Context: an optimization exercise on an open-source flow, tuned for small area, a short achievable clock period and few clock cycles per item. The choices shown serve that exercise and are no tape-out recipe.
At most, simulation tests tie the RTL to the original design; equivalence was not proved.
Power figures rest on the tool's default switching activity, not on a simulated workload. The clock port is modelled as an ideal driver; clocking choices that lean on that would not hold on a real chip.

Design rle_plane_enc, start of the top module:
module rle_plane_enc (
    input  wire       clk,
    input  wire       rst,
    input  wire       in_valid,
    output reg        in_ready,
    input  wire [7:0] in_data,
    input  wire       in_last,
    output reg        out_valid,
    input  wire       out_ready,
    output reg  [7:0] out_data,
    output reg        out_last
);
export LEC_CHECK = 0
export CAP_MARGIN = 20
export CORE_MARGIN = 2
export CORE_UTILIZATION = 40
export SLEW_MARGIN = 20
create_clock -name core_clock -period 10.0 [get_ports {clk}]
standard.sh (not shown) runs the stock make flow with config.mk's settings and CLKGATE_MAP_FILE= SYNTH_SCRIPT=/design/flow/synth_recipe.tcl, a recipe that flattens the netlist after the stock synthesis.
==> flow/flow/run.sh <==
#!/bin/bash
# Standard ORFS layout (the standard.sh, standard synthesis unchanged),
# with timing repair aiming for 7 ns of setup slack at the 10 ns clock and
# clock tree synthesis with larger sink clusters and no dummy loads.
set -euo pipefail
bash standard.sh SETUP_SLACK_MARGIN=7 \
  "CTS_ARGS=-sink_clustering_enable -repair_clock_nets -dont_use_dummy_load -sink_clustering_size 25 -sink_clustering_max_diameter 100 -buf_list sky130_fd_sc_hd__clkbuf_16" \
  finish > flow.log 2>&1
==> next run, changes <==
--- a/flow/flow/run.sh
+++ b/flow/flow/run.sh
@@ -6,3 +6,3 @@
 bash standard.sh SETUP_SLACK_MARGIN=7 \
-  "CTS_ARGS=-sink_clustering_enable -repair_clock_nets -dont_use_dummy_load -sink_clustering_size 25 -sink_clustering_max_diameter 100 -buf_list sky130_fd_sc_hd__clkbuf_16" \
+  "CTS_ARGS=-sink_clustering_enable -repair_clock_nets -dont_use_dummy_load -sink_clustering_size 30 -sink_clustering_max_diameter 120 -buf_list sky130_fd_sc_hd__clkbuf_16" \
   finish > flow.log 2>&1
Via count goes down by 0.90%.
Design area goes down by about 0.8%.
Register-to-register slack is better by 0.12 ns.
Utilization goes down by 0.37 points.
Clock skew goes down by 0.015 ns.
Worst hold slack is better by 0.033 ns.
Non-clock buffer count goes down by 9.
Setup slack is better by 0.044 ns.
No run of this note included a check of the RTL's function; only the layout flow was run.

rle_plane_enc, a different RTL version from the one above (not shown whole).
For scale: about 2,300 cells after synthesis, roughly 1,500 flip-flops, roughly 37,000 µm² of cells after synthesis.
clock: 10.0 ns
lec_check: 0
abc_clock_period_in_ps: 2500
cap_margin: 20
core_margin: 2
core_utilization: 40
slew_margin: 20
run.sh (not shown) runs the stock make flow with config.mk's settings and CLKGATE_MAP_FILE= SYNTH_SCRIPT=/design/flow/synth_recipe.tcl, a recipe that flattens the netlist after the stock synthesis.
Stock flow here: none of the scripts above is used.
The baseline completed with no timing, DRC or antenna violations.
Testbench counts at the start, summed over its fixed seeds: cycles 56,567, bytes 55,362.
Then changed:
==> flow/flow/run.sh (new file) <==
#!/bin/bash
# Standard ORFS layout (the standard.sh, standard synthesis unchanged),
# with timing repair aiming for 7 ns of setup slack at the 10 ns clock.
set -euo pipefail
bash standard.sh SETUP_SLACK_MARGIN=7 finish > flow.log 2>&1
==> flow/standard.sh (new file) <==
#!/bin/bash
# synth_recipe.tcl (not shown) runs the flow's synth.tcl, then flattens the netlist and writes it again
# the make line also repeats each setting of config.mk as NAME=value (left out here)
make -C /OpenROAD-flow-scripts/flow DESIGN_CONFIG=/design/flow/config.mk WORK_HOME=/design/flow/orfs CLKGATE_MAP_FILE= SYNTH_SCRIPT=/design/flow/synth_recipe.tcl "${@:-finish}"
- ABC_CLOCK_PERIOD_IN_PS: 2500 -> unset
removed: flow/run.sh
Global-route usage went up by 1.2 points.
Routed wire length increases by about a fifth.
Clock power fell slightly.
Fmax rises by well over a third.
Then changed:
==> flow/run.sh (new file) <==
#!/bin/bash
# synth_recipe.tcl (not shown) runs the flow's synth.tcl, then flattens the netlist and writes it again
# the make line also repeats each setting of config.mk as NAME=value (left out here)
make -C /OpenROAD-flow-scripts/flow DESIGN_CONFIG=/design/flow/config.mk WORK_HOME=/design/flow/orfs CLKGATE_MAP_FILE= SYNTH_SCRIPT=/design/flow/synth_recipe.tcl finish
- SETUP_SLACK_MARGIN: unset -> 5
removed: flow/flow/run.sh
removed: flow/standard.sh
Outcome: The changed run completed with no timing, DRC or antenna violations; routed wire length is lower by 13%; register-to-register slack gets worse by 1.4 ns; clock power rises by about 1%.

rle_plane_enc, a different RTL version from the one above (not shown whole).
Size: ~2200 cells after synthesis, about 1400 flip-flops, about 24 I/O pins.
==> flow/config.mk <==
export PLATFORM = sky130hd
export DESIGN_NAME = rle_plane_enc
export DESIGN_NICKNAME = rle_plane_enc
export VERILOG_FILES = /design/flow/design.v
export SDC_FILE = /design/flow/constraint.sdc
export NUM_CORES = 4
export LEC_CHECK = 0
export CAP_MARGIN = 20
export CORE_MARGIN = 2
export CORE_UTILIZATION = 60
export SLEW_MARGIN = 20
==> flow/constraint.sdc <==
create_clock -name core_clock -period 10.0 [get_ports {clk}]
set_input_delay 2.0000 -clock core_clock [delete_from_list [all_inputs] [get_ports {clk}]]
set_output_delay 2.0000 -clock core_clock [all_outputs]
set_load 0.01 [all_outputs]
standard.sh (not shown) runs the stock make flow with config.mk's settings and CLKGATE_MAP_FILE= SYNTH_SCRIPT=/design/flow/synth_recipe.tcl, a recipe that flattens the netlist after the stock synthesis.
==> flow/flow/run.sh <==
#!/bin/bash
# Standard ORFS layout (the standard.sh, standard synthesis unchanged),
# with timing repair aiming for 6.9 ns of setup slack at the 10 ns clock and
# clock tree synthesis with larger sink clusters and no dummy loads.
set -euo pipefail
bash standard.sh SETUP_SLACK_MARGIN=6.9 \
  "CTS_ARGS=-sink_clustering_enable -repair_clock_nets -dont_use_dummy_load -sink_clustering_size 30 -sink_clustering_max_diameter 120 -sink_clustering_levels 1 -buf_list sky130_fd_sc_hd__clkbuf_16" \
  finish > flow.log 2>&1
Testbench counts at the start, summed over its fixed seeds: cycles 56,669, bytes 55,362.
Change:
==> flow/flow/run.sh (replaced) <==
#!/bin/bash
# Standard ORFS layout (the standard.sh, standard synthesis unchanged),
# with timing repair aiming for 6.9 ns of setup slack at the 10 ns clock and
# clock tree synthesis with larger sink clusters and no dummy loads.
set -euo pipefail
bash standard.sh SETUP_SLACK_MARGIN=6.9 \
  "CTS_ARGS=-sink_clustering_enable -repair_clock_nets -dont_use_dummy_load -sink_clustering_size 30 -sink_clustering_max_diameter 80 -buf_list sky130_fd_sc_hd__clkbuf_16" \
  finish > flow.log 2>&1
=>
- die area does not change
- cell count stays flat
- global-route usage rises by 0.16 points
- first-iteration DRC count went down by 1.3%
- synthesized area does not change

==> static timing again, ports no longer ideal <==
In the flow no input, the clock included, has a driving cell. The finished layouts below were timed again as built, in two steps. Step 1, drivers: a clkbuf_16 drives clk and a buf_2 each remaining input, both assumed. Step 2, shift: input delay + t, output delay - t, t = (earliest + latest rising clock arrival at the registers) / 2. This alone moves slack from input paths to output paths. a / b / c = ideal ports / drivers / drivers and shift; a / b = the first two.
run | shift t [ns] | slack for setup (ns) | hold WS [ns] | worst setup path at the end | worst register clock-pin slew, ns
the first run of note 1 | 0.673 | 6.782 / 6.762 / 6.399 | 0.276 / 0.276 / 0.276 | input to register | 0.10 / 0.10
the second run of note 1 | 0.669 | 6.826 / 6.763 / 6.315 | 0.308 / 0.308 / 0.308 | input to register | 0.12 / 0.12
the first run of note 2 | 0.772 | 4.957 / 4.957 / 4.957 | 0.314 / 0.314 / 0.314 | register to register | 0.07 / 0.07
the second run of note 2 | 0.780 | 6.687 / 6.621 / 6.117 | 0.313 / 0.313 / 0.313 | input to register | 0.07 / 0.07
the third run of note 2 | 0.772 | 5.307 / 5.307 / 5.307 | 0.314 / 0.314 / 0.314 | register to register | 0.07 / 0.07
the first run of note 3 | 0.647 | 6.889 / 6.830 / 6.417 | 0.324 / 0.324 / 0.324 | input to register | 0.12 / 0.12
the second run of note 3 | 0.661 | 6.919 / 6.860 / 6.395 | 0.273 / 0.273 / 0.273 | input to register | 0.12 / 0.12
After both steps every run listed still meets setup and hold. The setup slack of the second run of note 2, which loses most, moves by -0.066 ns with the drivers and by -0.570 ns with both steps.
